Context: an optimization exercise on an open-source flow, tuned for small area. The choices shown serve that exercise and are no tape-out recipe. At most, simulation tests tie the RTL to the original design; equivalence was not proved. Power is estimated from default activity; no workload was simulated.

==> flow/design.v (excerpt) <==
module ubx_navpvt_rx (
    input  wire         clk,
    input  wire         rst,         
    input  wire         in_valid,
    output wire         in_ready,
    input  wire [7:0]   in_byte,
    input  wire [31:0]  now,
    input  wire         cb_set,
    input  wire         cb_en,
    input  wire         msg_load,    
    input  wire         fix_load,    
    input  wire [31:0]  cnt_data,
    output reg          fix_event,
    output wire [703:0] rec,
    output reg          valid_fix,
    output reg  [31:0]  msg_count,
    output reg  [31:0]  fix_count,
    output wire [31:0]  fix_age
);
    reg  [6:0]   pos;
    reg  [7:0]   ck_a;
    reg  [7:0]   ck_b;
    reg          ck_a_ok;
    reg  [687:0] wrec;         
    reg  [687:0] crec;         
    reg          committed;    
    reg  [31:0]  last_fix_ts;
    reg          hook_en;
    assign in_ready = 1'b1;
    assign rec = {crec, 5'd0, {3{committed}}, 7'd0, committed};
    wire in_body   = (pos >= 7'd4) && (pos <= 7'd89);
    wire shift     = in_valid && in_body;
    wire do_ckb    = in_valid && (pos == 7'd91);
    wire do_commit = do_ckb && ck_a_ok && (ck_b == in_byte);
    wire [7:0] w_fixtype = wrec[8*22 +: 8];    
    wire w_is_fix  = (w_fixtype != 8'd0) && (w_fixtype != 8'd5);
    wire do_fix    = do_commit && w_is_fix;
    wire [7:0] ck_a_next = ck_a + in_byte;
    always @(posedge clk) begin
        if (rst) begin
            pos <= 7'd0;
        end else if (in_valid) begin
            case (pos)
                7'd0: pos <= (in_byte == 8'hB5) ? 7'd1 : 7'd0;
                7'd1: pos <= (in_byte == 8'h62) ? 7'd2 : 7'd0;
                7'd2: pos <= (in_byte == 8'h01) ? 7'd3 : 7'd0;
                7'd3: pos <= (in_byte == 8'h07) ? 7'd4 : 7'd0;
                7'd91: pos <= 7'd0;
                default: pos <= pos + 7'd1;
            endcase
        end
    end
    always @(posedge clk) begin
        if (pos <= 7'd3) begin
            ck_a <= 8'h08;
            ck_b <= 8'h09;
        end else if (shift) begin
            ck_a <= ck_a_next;
            ck_b <= ck_b + ck_a_next;
        end
        if (in_valid && pos == 7'd90)
            ck_a_ok <= (ck_a == in_byte);
    end
  ...
For scale: ~3600 cells after synthesis, roughly 880 I/O pins.
export LEC_CHECK = 0
export CAP_MARGIN = 20
export CORE_MARGIN = 2
export CORE_UTILIZATION = 70
export PLACE_DENSITY = 0.78
export SLEW_MARGIN = 20
export SYNTH_HIERARCHICAL = 1
export SYNTH_MINIMUM_KEEP_SIZE = 0
create_clock -name core_clock -period 8.0 [get_ports {clk}]
standard.sh (not shown) runs the stock make flow with config.mk's settings and CLKGATE_MAP_FILE= SYNTH_SCRIPT=/design/flow/synth_recipe.tcl, a recipe that flattens the netlist after the stock synthesis.
==> flow/flow/run.sh <==
#!/bin/bash
# Layout flow: the standard ORFS layout (standard.sh) with two changes:
#  - the port buffers that placement puts on every input and output are the
#    smallest buffer cell, sky130_fd_sc_hd__buf_1;
#  - clock tree synthesis uses clkbuf_4 cells, smaller sink clusters than the
#    default and no dummy loads.
set -euo pipefail
export BUFFER_PORTS_ARGS="-buffer_cell sky130_fd_sc_hd__buf_1"
export CTS_ARGS="-sink_clustering_enable -repair_clock_nets -dont_use_dummy_load -buf_list sky130_fd_sc_hd__clkbuf_4 -sink_clustering_size 10 -sink_clustering_max_diameter 40"
bash standard.sh finish > standard_flow.log 2>&1
The baseline went through all stages and came out clean.
Next try:
- CORE_UTILIZATION: 70 -> 82
- PLACE_DENSITY: 0.78 -> 0.9
With this change the flow stopped in I/O pin placement.
Synthesized area does not change.
Synthesized cell count is unchanged.
Next try:
==> flow/flow/run.sh (replaced) <==
#!/bin/bash
# Layout flow: the standard ORFS layout (standard.sh) with two changes:
#  - the port buffers that placement puts on every input and output are the
#    smallest buffer cell, sky130_fd_sc_hd__buf_1;
#  - clock tree synthesis uses clkbuf_8 cells, smaller sink clusters than the
#    default and no dummy loads.
set -euo pipefail
export BUFFER_PORTS_ARGS="-buffer_cell sky130_fd_sc_hd__buf_1"
export CTS_ARGS="-sink_clustering_enable -repair_clock_nets -dont_use_dummy_load -buf_list sky130_fd_sc_hd__clkbuf_8 -sink_clustering_size 16 -sink_clustering_max_diameter 60"
bash standard.sh finish > standard_flow.log 2>&1
- CORE_UTILIZATION: 82 -> 55
- PLACE_DENSITY: 0.9 -> unset
What happened:
- Now the flow produced a clean layout
- synthesized cell count is unchanged
- area after synthesis stays the same
Next try:
- CORE_UTILIZATION: 55 -> 70
- PLACE_DENSITY: unset -> 0.78
What happened: The new run completed without violations; total power goes down slightly; cell count falls by a few percent; maximum frequency rose by a few percent; routed wire length went down slightly.

---

Another version of the RTL of ubx_navpvt_rx (not shown whole).
Size: ~1,500 flip-flops.
// ubx_navpvt_rx
module ubx_navpvt_rx (
    input  wire         clk,
    input  wire         rst,         
    input  wire         in_valid,
    output wire         in_ready,
    input  wire [7:0]   in_byte,
    input  wire [31:0]  now,
    input  wire         cb_set,
    input  wire         cb_en,
    input  wire         msg_load,    
    input  wire         fix_load,    
    input  wire [31:0]  cnt_data,
    output reg          fix_event,
    output wire [703:0] rec,
    output reg          valid_fix,
    output reg  [31:0]  msg_count,
    output reg  [31:0]  fix_count,
    output wire [31:0]  fix_age
);
    reg  [6:0]   pos;
    reg  [7:0]   ck_a;
    reg  [7:0]   ck_b;
    reg          ck_a_ok;
    reg  [687:0] wrec;         
    reg  [687:0] crec;         
    reg          committed;    
    reg  [31:0]  last_fix_ts;
    reg          hook_en;
    assign in_ready = 1'b1;
    assign rec = {crec, 5'd0, {3{committed}}, 7'd0, committed};
    wire in_body   = (pos >= 7'd4) && (pos <= 7'd89);
    wire shift     = in_valid && in_body;
    wire do_ckb    = in_valid && (pos == 7'd91);
    wire do_commit = do_ckb && ck_a_ok && (ck_b == in_byte);
    wire [7:0] w_fixtype = wrec[8*22 +: 8];    
    wire w_is_fix  = (w_fixtype != 8'd0) && (w_fixtype != 8'd5);
    wire do_fix    = do_commit && w_is_fix;
    wire [7:0] ck_a_next = ck_a + in_byte;
    always @(posedge clk) begin
        if (rst) begin
            pos <= 7'd0;
        end else if (in_valid) begin
            case (pos)
                7'd0: pos <= (in_byte == 8'hB5) ? 7'd1 : 7'd0;
                7'd1: pos <= (in_byte == 8'h62) ? 7'd2 : 7'd0;
                7'd2: pos <= (in_byte == 8'h01) ? 7'd3 : 7'd0;
                7'd3: pos <= (in_byte == 8'h07) ? 7'd4 : 7'd0;
                7'd91: pos <= 7'd0;
                default: pos <= pos + 7'd1;
            endcase
        end
    end
    always @(posedge clk) begin
        if (pos <= 7'd3) begin
            ck_a <= 8'h08;
            ck_b <= 8'h09;
        end else if (shift) begin
            ck_a <= ck_a_next;
            ck_b <= ck_b + ck_a_next;
        end
  ...
clock: 8.0 ns
lec_check: 0
cap_margin: 20
core_margin: 2
core_utilization: 70
place_density: 0.78
slew_margin: 20
synth_hierarchical: 1
synth_minimum_keep_size: 0
==> flow/flow/run.sh <==
#!/bin/bash
# Layout flow: the standard ORFS layout (standard.sh) with two changes:
#  - the port buffers that placement puts on every input and output are the
#    smallest buffer cell, sky130_fd_sc_hd__buf_1;
#  - clock tree synthesis uses clkbuf_4 cells, smaller sink clusters than the
#    default and no dummy loads.
set -euo pipefail
export BUFFER_PORTS_ARGS="-buffer_cell sky130_fd_sc_hd__buf_1"
export CTS_ARGS="-sink_clustering_enable -repair_clock_nets -dont_use_dummy_load -buf_list sky130_fd_sc_hd__clkbuf_4 -sink_clustering_size 10 -sink_clustering_max_diameter 40"
bash standard.sh finish > standard_flow.log 2>&1
Then changed:
==> flow/run.sh (new file) <==
#!/bin/bash
# synth_recipe.tcl (not shown) runs the flow's synth.tcl, then flattens the netlist and writes it again
# the make line also repeats each setting of config.mk as NAME=value (left out here)
make -C /OpenROAD-flow-scripts/flow DESIGN_CONFIG=/design/flow/config.mk WORK_HOME=/design/flow/orfs CLKGATE_MAP_FILE= SYNTH_SCRIPT=/design/flow/synth_recipe.tcl finish
removed: flow/flow/run.sh
removed: flow/standard.sh
The changed run never finished: it broke off in global routing.
Synthesized cell count is unchanged.
Area after synthesis stays the same.

---

## job 5894
Another version of the RTL of ubx_navpvt_rx (not shown whole).
Size: about 48,000 um^2 of cells after synthesis.
Settings: LEC_CHECK=0, CAP_MARGIN=20, CORE_MARGIN=2, CORE_UTILIZATION=55, SLEW_MARGIN=20, SYNTH_HIERARCHICAL=1, SYNTH_MINIMUM_KEEP_SIZE=0; clock period 8.0 ns.
==> flow/flow/run.sh <==
#!/bin/bash
set -euo pipefail
export BUFFER_PORTS_ARGS="-buffer_cell sky130_fd_sc_hd__buf_1"
export CTS_ARGS="-sink_clustering_enable -repair_clock_nets -dont_use_dummy_load -buf_list sky130_fd_sc_hd__clkbuf_8"
bash standard.sh finish > standard_flow.log 2>&1
What job 5262 does differently from job 5894 at the input level:
Settings: a change of CORE_UTILIZATION from 55 to 30.
==> flow/flow/run.sh <==
#!/bin/bash
# Layout flow: the standard ORFS layout, with the port buffers that
# placement inserts on every input and output made from the smallest buffer
# cell (sky130_fd_sc_hd__buf_1) instead of the default choice.
set -euo pipefail
export BUFFER_PORTS_ARGS="-buffer_cell sky130_fd_sc_hd__buf_1"
bash standard.sh finish > standard_flow.log 2>&1
[summary]
- The cell area power density in job 5262 sits about 14% above the value recorded for job 5894.
- The first-iteration DRC count of job 5262 was superior to that of job 5894.
- Fmax | job 5262 vs job 5894 | job 5262 slower
- Job 5894 ended up with sequential cells as its group drawing the most power; job 5262 ended up with the clock network.
- Delta (job 5262 minus job 5894): design area up 6.9%, overall power higher, estimated wirelength of the detail-placed design rose 6100 um.
Changes in job 8104 relative to job 5262:
==> flow/run.sh (new file) <==
#!/bin/bash
# synth_recipe.tcl (not shown) runs the flow's synth.tcl, then flattens the netlist and writes it again
# the make line also repeats each setting of config.mk as NAME=value (left out here)
make -C /OpenROAD-flow-scripts/flow DESIGN_CONFIG=/design/flow/config.mk WORK_HOME=/design/flow/orfs CLKGATE_MAP_FILE= SYNTH_SCRIPT=/design/flow/synth_recipe.tcl finish
removed: flow/flow/run.sh
removed: flow/standard.sh
Notes after the runs:
- Job 8104 completed; timing, DRC and antenna clean
- Job 8104 against job 5262: fmax went down; clock buffer instance count of the final layout went up about 3.2%; final routed wirelength across all metal layers now larger.
No functional check of the RTL was part of any run of this note.

---

== v38 ==
ubx_navpvt_rx, a different RTL version from the one above (not shown whole).
Size in the first run: ~1500 flip-flops, about 880 I/O pins.
Settings: LEC_CHECK=0, CAP_MARGIN=20, CORE_MARGIN=2, CORE_UTILIZATION=50, SLEW_MARGIN=20, SYNTH_HIERARCHICAL=1, SYNTH_MINIMUM_KEEP_SIZE=0; clock period 8.0 ns.
run.sh (not shown) runs the stock make flow with config.mk's settings and CLKGATE_MAP_FILE= SYNTH_SCRIPT=/design/flow/synth_recipe.tcl, a recipe that flattens the netlist after the stock synthesis.
Stock flow here: none of the scripts above is used.
In summary, v38 completed successfully, with a layout that passed the timing, design-rule and antenna checks.
Input changes introduced in v27 (baseline for comparison: v38):
- setting PLACE_DENSITY to 0.78 for the first time
- changing CORE_UTILIZATION from 50 to 70
==> flow/flow/run.sh (new file) <==
#!/bin/bash
# Layout flow: the standard ORFS layout (standard.sh) with two changes:
#  - the port buffers that placement puts on every input and output are the
#    smallest buffer cell, sky130_fd_sc_hd__buf_1;
#  - clock tree synthesis uses clkbuf_4 cells, smaller sink clusters than the
#    default and no dummy loads.
set -euo pipefail
export BUFFER_PORTS_ARGS="-buffer_cell sky130_fd_sc_hd__buf_1"
export CTS_ARGS="-sink_clustering_enable -repair_clock_nets -dont_use_dummy_load -buf_list sky130_fd_sc_hd__clkbuf_4 -sink_clustering_size 10 -sink_clustering_max_diameter 40"
bash standard.sh finish > standard_flow.log 2>&1
==> flow/standard.sh (new file) <==
#!/bin/bash
# synth_recipe.tcl (not shown) runs the flow's synth.tcl, then flattens the netlist and writes it again
# the make line also repeats each setting of config.mk as NAME=value (left out here)
make -C /OpenROAD-flow-scripts/flow DESIGN_CONFIG=/design/flow/config.mk WORK_HOME=/design/flow/orfs CLKGATE_MAP_FILE= SYNTH_SCRIPT=/design/flow/synth_recipe.tcl "${@:-finish}"
removed: flow/run.sh
### Flow results
Summary of v27 over v38: data arrival time of the worst path down 0.70 ns, minimum period implied by the final worst setup slack shows a reduction of 0.70 ns.
NOTE number of filler instances in the final layout v38->v27 decreased by more than a quarter
Re first-pass GRT wire length: v27 is about 2.6% down on v38.
When the final numbers for v38 and v27 were put side by side, the overall fraction of global-route tracks in use turned out to be greater in v27.
Taking v38 over v27, the count of placed standard cells including taps ratio works out to 1.07.
Sort v38 and v27 by average detailed-routed wire length per instance, ascending, and v38 comes first.
Between v27 and v38, it is v27 whose combinational cell fraction of total power is higher, by 0.8 points.

---

RTL: one of the versions met above, not the one the previous note started from.
For scale: ~3500 cells after synthesis, roughly 1500 flip-flops, ~880 I/O pins.
clock: 8.0 ns
lec_check: 0
cap_margin: 5
core_margin: 2
core_utilization: 70
place_density: 0.78
slew_margin: 5
synth_hierarchical: 1
synth_minimum_keep_size: 0
standard.sh (not shown) runs the stock make flow with config.mk's settings and CLKGATE_MAP_FILE= SYNTH_SCRIPT=/design/flow/synth_recipe.tcl, a recipe that flattens the netlist after the stock synthesis.
==> flow/flow/run.sh <==
#!/bin/bash
# Layout flow: the standard ORFS layout (standard.sh) with two changes:
#  - the port buffers that placement puts on every input and output are the
#    smallest buffer cell, sky130_fd_sc_hd__buf_1;
#  - clock tree synthesis uses clkbuf_4 cells, smaller sink clusters than the
#    default and no dummy loads.
set -euo pipefail
export BUFFER_PORTS_ARGS="-buffer_cell sky130_fd_sc_hd__buf_1"
export CTS_ARGS="-sink_clustering_enable -repair_clock_nets -dont_use_dummy_load -buf_list sky130_fd_sc_hd__clkbuf_4 -sink_clustering_size 10 -sink_clustering_max_diameter 40"
bash standard.sh finish > standard_flow.log 2>&1
Change:
--- a/flow/config.mk
+++ b/flow/config.mk
@@ -7,7 +7,7 @@
 export LEC_CHECK = 0
-export CAP_MARGIN = 5
+export CAP_MARGIN = 20
 export CORE_MARGIN = 2
-export CORE_UTILIZATION = 70
-export PLACE_DENSITY = 0.78
-export SLEW_MARGIN = 5
+export CORE_UTILIZATION = 76
+export PLACE_DENSITY = 0.84
+export SLEW_MARGIN = 20
 export SYNTH_HIERARCHICAL = 1
The changed run finished clean. Final cell count is lower by 1.2%. Die area is lower by 7.8%. Area after synthesis is unchanged. Sequential share of layout area hardly moves. Final area hardly moves. Via count is higher by 2.1%. Power hardly moves. Clock-buffer cell count is higher by 1. Non-clock buffer count is unchanged. Synthesized cell count is unchanged. Global-route usage is higher by 4.1 points.

port drivers added, routing unchanged:
Ports are ideal in the flow. The routed layouts listed here were re-timed in OpenROAD. Step 1: set_driving_cell puts a clkbuf_16 on clk and a buf_2 on each other input, an assumption about the parent block. Step 2 adds t to the input delays and takes it off the output delays; t is the mean of the earliest and latest rising clock arrival at the registers after step 1. Input paths then give back, and output paths get back, about the clock's delay inside the block. a / b / c = ideal ports / drivers / drivers and shift; a / b = the first two.
| run | shift t [ns] | setup slack, ns | hold WS [ns] | slew at the worst register clock pin (ns) | worst slew at a driven data input, ns |
|---|---|---|---|---|---|
| the first run of note 1 | 1.054 | 1.954 / 1.919 / 1.919 | 0.451 / 0.451 / 0.451 | 0.11 / 0.11 | 0.13 |
| the third run of note 1 | 0.788 | 1.808 / 1.788 / 1.788 | 0.465 / 0.465 / 0.465 | 0.10 / 0.10 | 0.13 |
| the fourth run of note 1 | 0.788 | 1.934 / 1.898 / 1.898 | 0.461 / 0.461 / 0.461 | 0.10 / 0.10 | 0.12 |
| the first run of note 2 | 1.066 | 1.519 / 1.488 / 1.488 | 0.461 / 0.461 / 0.461 | 0.11 / 0.11 | 0.11 |
| job 5894 | 0.912 | 1.721 / 1.698 / 1.698 | 0.450 / 0.450 / 0.450 | 0.07 / 0.07 | 0.10 |
| job 5262 | 0.856 | 1.490 / 1.464 / 1.464 | 0.450 / 0.450 / 0.450 | 0.08 / 0.08 | 0.07 |
| job 8104 | 0.833 | 0.736 / 0.714 / 0.714 | 0.450 / 0.450 / 0.450 | 0.07 / 0.07 | 0.07 |
| v38 | 0.804 | 0.762 / 0.717 / 0.717 | 0.465 / 0.465 / 0.465 | 0.07 / 0.07 | 0.13 |
| v27 | 1.066 | 1.463 / 1.440 / 1.440 | 0.462 / 0.462 / 0.462 | 0.11 / 0.11 | 0.14 |
| the first run of note 5 | 1.068 | 1.528 / 1.497 / 1.497 | 0.458 / 0.458 / 0.458 | 0.11 / 0.11 | 0.12 |
| the second run of note 5 | 1.073 | 1.512 / 1.276 / 1.276 | 0.465 / 0.465 / 0.465 | 0.12 / 0.12 | 0.27 |
After both steps every run listed still meets setup and hold. The setup slack of the second run of note 5, which loses most, moves by -0.236 ns with the drivers and by -0.236 ns with both steps.
